Background: an optimization exercise with open tools, aiming at small area, a short achievable clock period and few clock cycles per item. Do not read the settings as production practice.
Function was checked by simulation only, so behaviour that the tests miss may differ from the original.

==> v17 <==
==> flow/design.v <==
module ghost_mask (
    input  wire       clk,
    input  wire       rst,         
    input  wire       in_valid,
    output wire       in_ready,
    input  wire [7:0] in_cyc,
    input  wire       in_last,     
    input  wire [1:0] in_wsel,     
    input  wire [4:0] in_cols,     
    input  wire [7:0] in_tol,      
    output wire       out_valid,
    input  wire       out_ready,
    output wire       out_mask,
    output wire       out_last     
);
    localparam [1:0] M_IDLE = 2'd0, M_RUN = 2'd1, M_TAIL = 2'd2, M_FLUSH = 2'd3;
    function gt8;
        input [7:0] a, b;
        reg [7:0] g0, e0;
        reg [3:0] g1, e1;
        reg [1:0] g2, e2;
        integer n;
        begin
            g0 = a & ~b;
            e0 = ~(a ^ b);
            for (n = 0; n < 4; n = n + 1) begin
                g1[n] = g0[2*n+1] | (e0[2*n+1] & g0[2*n]);
                e1[n] = e0[2*n+1] & e0[2*n];
            end
            for (n = 0; n < 2; n = n + 1) begin
                g2[n] = g1[2*n+1] | (e1[2*n+1] & g1[2*n]);
                e2[n] = e1[2*n+1] & e1[2*n];
            end
            gt8 = g2[1] | (e2[1] & g2[0]);
        end
    endfunction
    function [7:0] max8;
        input [7:0] a, b;
        max8 = gt8(a, b) ? a : b;
    endfunction
    function [7:0] min8;
        input [7:0] a, b;
        min8 = gt8(a, b) ? b : a;
    endfunction
    reg       a0;
    reg [7:0] p_pix;
    reg       p_last;
    reg       in_ready_r;
    reg       waitf;       
    reg [1:0] h_r;
    reg [4:0] wm1_r;
    reg [7:0] tol_r;
    wire [3:0] sel = wm1_r[4] ? wm1_r[3:0] : 4'd0;
    reg rst_r;
    wire acc_in = in_valid && in_ready_r && !rst;
    always @(posedge clk) begin
        p_pix <= in_cyc;
        p_last <= in_last;
        a0    <= acc_in;
        rst_r <= rst;
        if (waitf) begin
            h_r   <= in_wsel;
            wm1_r <= in_cols;
            tol_r <= in_tol;
        end
    end
    reg [1:0] mode;
    reg [4:0] ncol;        
    reg [4:0] dph;         
    reg [2:0] rs;          
    reg [2:0] wb;          
    reg [1:0] vp;          
    reg [1:0] fl;          
    reg       credit_ok;      
    reg       vv, vrs, vem, vlast, vfst;
    reg [5:0] vm;
    wire first  = (mode == M_IDLE);
    wire al0    = (dph == 5'd0);                 
    wire vtick  = (mode == M_TAIL) && al0 && credit_ok;
    wire tick   = a0 || vtick;
    wire rowend = (ncol == wm1_r);
    reg  [5:0] vmask;
    reg  [5:0] wmask;
    integer b, kk;
    always @(*) begin
        for (b = 0; b < 6; b = b + 1) begin
            kk = wb - b;
            if (kk <= 0) kk = kk + 6;
            vmask[b] = (kk <= 2 * h_r) && (kk <= rs) && (kk >= vp);
            wmask[b] = a0 && (wb == b);
        end
    end
    wire last_e = vtick ? (vp == h_r && rowend) : (p_last && h_r == 2'd0);
    reg [1:0] mode_n;
    always @(*) begin
        mode_n = mode;
        if (a0) begin
            if (p_last) mode_n = (h_r == 2'd0) ? M_FLUSH : M_TAIL;
            else        mode_n = M_RUN;
        end else if (vtick) begin
            if (last_e) mode_n = M_FLUSH;
        end else if (mode == M_FLUSH && (fl == 2'd0 || (bubble && fl == 2'd1))) begin
            mode_n = M_IDLE;
        end
    end
    wire [4:0] lm1   = {1'b1, sel};              
    wire       wshort = !wm1_r[4];               
    wire [4:0] lmw   = wshort ? 5'd16 - {1'b0, wm1_r[3:0]} : 5'd0;    
    wire [4:0] dph_n = !tick ? ((dph == 5'd0) ? lm1 : dph - 5'd1) :
                       rowend ? lmw : 5'd0;
    wire [4:0] ncol_n = (mode_n == M_IDLE) ? 5'd0 : tick ? (rowend ? 5'd0 : ncol + 5'd1) : ncol;
    wire       e0n   = !(ncol_n == wm1_r && wshort);
    wire       e1n   = (dph_n == 5'd1);
    wire rdy_idle = credit_ok && (mode_n == M_IDLE);
    wire rdy_run1 = credit_ok && (mode_n == M_RUN) && e0n;
    wire rdy_run0 = credit_ok && (mode_n == M_RUN) && e1n;
    wire rdy_n = acc_in ? (!in_last && ((rdy_idle && in_cols != 5'd0) || rdy_run1)) :
                          (rdy_idle || rdy_run0);
    wire bubble = (mode == M_FLUSH) && !vv && (fl != 2'd0) && credit_ok;
    always @(posedge clk) begin
        dph <= dph_n;
        if (rst)
            in_ready_r <= 1'b0;
        else if (rst_r)
            in_ready_r <= 1'b1;
        else
            in_ready_r <= rdy_n;
        if (rst_r) begin
            mode  <= M_IDLE;
            waitf <= 1'b1;
            ncol  <= 5'd0;
            rs    <= 3'd0;
            wb    <= 3'd0;
            vp    <= 2'd0;
            fl    <= 2'd0;
        end else begin
            mode <= mode_n;
            if (acc_in)
                waitf <= 1'b0;
            ncol <= ncol_n;
            if (tick) begin
                if (rowend) begin
                    rs <= (rs == 3'd6) ? 3'd6 : rs + 3'd1;
                    wb <= (wb == 3'd5) ? 3'd0 : wb + 3'd1;
                    if (a0 && p_last) vp <= 2'd1;
                    else if (vtick)   vp <= vp + 2'd1;
                end
                if (last_e) fl <= h_r;
            end
            if (bubble) fl <= fl - 2'd1;
            if (mode_n == M_IDLE) begin
                waitf <= !acc_in;
                rs    <= 3'd0;
                wb    <= 3'd0;
                vp    <= 2'd0;
            end
        end
    end
    reg  [47:0]      s0;
    reg  [16*48-1:0] g16;
    reg  [47:0]      g1;
    reg  [2*48-1:0]  g2;
    reg  [4*48-1:0]  g4;
    reg  [8*48-1:0]  g8;
    wire [47:0] y0 = g16[16*48-1 -: 48];
    wire [47:0] y1 = sel[0] ? g1 : y0;
    wire [47:0] y2 = sel[1] ? g2[2*48-1 -: 48] : y1;
    wire [47:0] y3 = sel[2] ? g4[4*48-1 -: 48] : y2;
    wire [47:0] fb = sel[3] ? g8[8*48-1 -: 48] : y3;
    reg [5:0]  wmd;        
    reg [7:0]  rf;         
    reg        vreal;
    reg [47:0] s0_w;
    integer q;
    always @(*) begin
        for (q = 0; q < 6; q = q + 1)
            s0_w[8*q +: 8] = wmd[q] ? rf : s0[8*q +: 8];
    end
    always @(posedge clk) begin
        s0  <= fb;
        g16 <= {g16[15*48-1:0], s0_w};
        g1  <= y0;
        g2  <= {g2[47:0], y1};
        g4  <= {g4[3*48-1:0], y2};
        g8  <= {g8[7*48-1:0], y3};
    end
    always @(posedge clk) begin
        rf    <= p_pix;
        vreal <= a0;
        vm    <= vmask;
        vrs   <= (ncol == 5'd0);
        vem   <= (rs >= {1'b0, h_r});
        vlast <= last_e;
        vfst  <= first;
        if (rst_r) begin
            vv  <= 1'b0;
            wmd <= 6'd0;
        end else begin
            vv  <= tick;
            wmd <= wmask;
        end
    end
    reg [7:0] cx [0:6];
    reg [7:0] cn [0:6];
    integer e;
    always @(*) begin
        for (e = 0; e < 6; e = e + 1) begin
            cx[e] = s0[8*e +: 8] & {8{vm[e]}};
            cn[e] = s0[8*e +: 8] | {8{!vm[e]}};
        end
        cx[6] = rf & {8{vreal}};
        cn[6] = rf | {8{!vreal}};
    end
    wire [7:0] vmax = max8(max8(max8(cx[0], cx[1]), max8(cx[2], cx[3])),
                           max8(max8(cx[4], cx[5]), cx[6]));
    wire [7:0] vmin = min8(min8(min8(cn[0], cn[1]), min8(cn[2], cn[3])),
                           min8(min8(cn[4], cn[5]), cn[6]));
    reg [7:0] hmax [1:6];
    reg [7:0] hmin [1:6];
    reg [5:1] hrs;
    reg [3:1] hem;
    reg [3:1] hlast;
    wire      shift = vv || bubble;
    wire [5:0] rsn = {hrs[5:1], !vv || vrs};
    wire [3:0] emn = {hem[3:1] & {3{!(vv && vfst)}}, vv && vem};
    wire [3:0] lsn = {hlast[3:1], vv && vlast};
    integer j;
    always @(posedge clk) begin
        if (shift) begin
            hmax[1] <= vmax;
            hmin[1] <= vmin;
            for (j = 2; j < 7; j = j + 1) begin
                hmax[j] <= hmax[j - 1];
                hmin[j] <= hmin[j - 1];
            end
            hrs   <= rsn[4:0];
            hlast <= lsn[2:0];
        end
        if (rst_r)
            hem <= 3'd0;
        else if (shift)
            hem <= emn[2:0];
    end
    wire [5:0] hrs_nx = shift ? {rsn[4:0], 1'b0} : {hrs[5:1], 1'b0};
    wire [5:0] rsx    = {hrs_nx[5:1], !tick || (ncol == 5'd0)};
    reg  [6:0] hv_n, hv;
    always @(*) begin
        hv_n = 7'd0;
        case (h_r)
            2'd0: hv_n[0] = 1'b1;
            2'd1: begin
                hv_n[1] = 1'b1;
                hv_n[0] = !rsx[0];
                hv_n[2] = !rsx[1];
            end
            2'd2: begin
                hv_n[2] = 1'b1;
                hv_n[1] = !rsx[1];
                hv_n[0] = !(rsx[0] || rsx[1]);
                hv_n[3] = !rsx[2];
                hv_n[4] = !(rsx[2] || rsx[3]);
            end
            default: begin
                hv_n[3] = 1'b1;
                hv_n[2] = !rsx[2];
                hv_n[1] = !(rsx[1] || rsx[2]);
                hv_n[0] = !(rsx[0] || rsx[1] || rsx[2]);
                hv_n[4] = !rsx[3];
                hv_n[5] = !(rsx[3] || rsx[4]);
                hv_n[6] = !(rsx[3] || rsx[4] || rsx[5]);
            end
        endcase
    end
    always @(posedge clk) hv <= hv_n;
    reg [7:0] dx [1:6];
    reg [7:0] dn [1:6];
    integer m;
    always @(*) begin
        for (m = 1; m < 7; m = m + 1) begin
            dx[m] = hmax[m] & {8{hv[m]}};
            dn[m] = hmin[m] | {8{!hv[m]}};
        end
    end
    wire [7:0] qmax = max8(max8(max8(dx[1], dx[2]), dx[3]), max8(max8(dx[4], dx[5]), dx[6]));
    wire [7:0] qmin = min8(min8(min8(dn[1], dn[2]), dn[3]), min8(min8(dn[4], dn[5]), dn[6]));
    wire [7:0] wmax = max8(qmax, vmax & {8{hv[0]}});
    wire [7:0] wmin = min8(qmin, vmin | {8{!hv[0]}});
    reg c_emit, c_last;
    always @(*) begin
        case (h_r)
            2'd0:    begin c_emit = emn[0]; c_last = lsn[0]; end
            2'd1:    begin c_emit = emn[1]; c_last = lsn[1]; end
            2'd2:    begin c_emit = emn[2]; c_last = lsn[2]; end
            default: begin c_emit = emn[3]; c_last = lsn[3]; end
        endcase
    end
    reg [7:0] pmax, pmin;
    reg       pv, pl;
    always @(posedge clk) begin
        pmax <= wmax;
        pmin <= wmin;
        pl   <= c_last;
        if (rst_r) pv <= 1'b0;
        else       pv <= shift && c_emit;
    end
    wire res = ({1'b0, pmax} - {1'b0, pmin}) > {1'b0, tol_r};
    localparam integer QB = 6;     
    reg [QB-1:0] bm, bl;
    reg [2:0]    wp, rp;
    reg [2:0]    bc;                
    reg          ov, om, ol;
    wire [2:0] wp_n = (wp == QB - 1) ? 3'd0 : wp + 3'd1;
    wire [2:0] rp_n = (rp == QB - 1) ? 3'd0 : rp + 3'd1;
    wire       bne  = (bc != 3'd0);
    wire       hm   = bm[rp];
    wire       hl   = bl[rp];
    wire       fr_load = bne;
    wire [2:0] bc_fr = bc + {2'd0, pv} - {2'd0, bne};
    wire [2:0] bc_hd = bc + {2'd0, pv};
    wire       free  = out_ready || !ov;
    always @(posedge clk) begin
        if (pv) begin
            bm[wp] <= res;
            bl[wp] <= pl;
        end
        if (free && fr_load) begin
            om <= hm;
            ol <= hl;
        end
        if (rst_r) begin
            wp <= 3'd0;
            rp <= 3'd0;
            bc <= 3'd0;
            ov <= 1'b0;
        end else begin
            if (pv) wp <= wp_n;
            if (free) begin
                ov <= fr_load;
                if (fr_load) rp <= rp_n;
                bc <= bc_fr;
            end else begin
                bc <= bc_hd;
            end
            if (rst) ov <= 1'b0;
        end
    end
    always @(*) credit_ok = ({1'b0, bc} + {3'd0, ov}) <= 4'd2;
    assign in_ready  = in_ready_r;
    assign out_valid = ov;
    assign out_mask  = om;
    assign out_last  = ol;
endmodule
==> flow/flow/run.sh <==
#!/bin/bash
# The standard layout, except that the port buffers are plain buf_2
# cells instead of the delay buffers buffer_ports picks by default.
set -euo pipefail
bash standard.sh BUFFER_PORTS_ARGS="-buffer_cell sky130_fd_sc_hd__buf_2" finish > standard.log 2>&1
==> flow/standard.sh <==
#!/bin/bash
# synth_recipe.tcl (not shown) runs the flow's synth.tcl, then flattens the netlist and writes it again
# the make line also repeats each setting of config.mk as NAME=value (left out here)
make -C /OpenROAD-flow-scripts/flow DESIGN_CONFIG=/design/flow/config.mk WORK_HOME=/design/flow/orfs CLKGATE_MAP_FILE= SYNTH_SCRIPT=/design/flow/synth_recipe.tcl "${@:-finish}"
==> flow/config.mk <==
export PLATFORM = sky130hd
export DESIGN_NAME = ghost_mask
export DESIGN_NICKNAME = ghost_mask
export VERILOG_FILES = /design/flow/design.v
export SDC_FILE = /design/flow/constraint.sdc
export NUM_CORES = 4
export LEC_CHECK = 0
export ABC_AREA = 1
export CAP_MARGIN = 20
export CORE_MARGIN = 2
export CORE_UTILIZATION = 75
export CTS_BUF_LIST = sky130_fd_sc_hd__clkbuf_8
export CTS_CLUSTER_DIAMETER = 45
export CTS_CLUSTER_SIZE = 18
export SLEW_MARGIN = 20
==> flow/constraint.sdc <==
create_clock -name core_clock -period 30.0 [get_ports {clk}]
set_input_delay 6.0000 -clock core_clock [delete_from_list [all_inputs] [get_ports {clk}]]
set_output_delay 6.0000 -clock core_clock [all_outputs]
set_load 0.01 [all_outputs]
==> v9: changes against v17 <==
--- a/flow/config.mk
+++ b/flow/config.mk
@@ -12,3 +12,3 @@
 export CTS_BUF_LIST = sky130_fd_sc_hd__clkbuf_8
-export CTS_CLUSTER_DIAMETER = 45
+export CTS_CLUSTER_DIAMETER = 70
 export CTS_CLUSTER_SIZE = 18
==> reports/metrics.cfg <==
[status]
run_status = timing/DRC/antenna clean

[sta]
hold_slack_ns = 0.305

[clock_tree]
clk_latency_ns = 0.77

[cells_and_area]
multi_input_area_share_pct = 23.1
n_clock_buffer = 111

[pwr]
max-vdd-ir-drop_mv = 0.0700
total_power_uw = 4570

[route]
drtPass1Iterations = 8

-- figures above: v9

==> reports/metrics.cfg <==
[status]
run_status = timing/DRC/antenna clean

[sta]
hold_slack_ns = 0.282

[cells_and_area]
n_clock_buffer = 145
multi_input_area_share_pct = 22.7

[route]
drtPass1Iterations = 6

[pwr]
total_power_uw = 4820
max-vdd-ir-drop_mv = 0.0874

[worst_setup_path]
cp.arrival_ns = 1.31

[global_routing]
grt_use_total_pct = 27.1

-- figures above: v17

Testbench counts of v17, summed over its fixed seeds: cycles 35,203, items 32,428.
Testbench counts of v9, summed over its fixed seeds: cycles 35,203, items 32,428.

-- what the ideal ports hide --
No port has a modelled driver above. Below, the same layouts with a new extraction and two added sets of constraints.
Step 1, drivers: a clkbuf_16 drives clk and a buf_2 each remaining input, both assumed.
Step 2, shift: input delay + t, output delay - t, t = (earliest + latest rising clock arrival at the registers) / 2. This alone moves slack from input paths to output paths.
Three values: ideal, step 1, step 2; two values: the first two.
run | t, ns | setup slack, ns | worst setup path after step 2 | worst register clock-pin slew, ns
v17 | 0.845 | 22.693 / 22.627 / 23.006 | input to register | 0.10 / 0.10
v9 | 0.810 | 22.696 / 22.636 / 23.024 | input to register | 0.11 / 0.11
After both steps setup and hold are still met in every run listed.
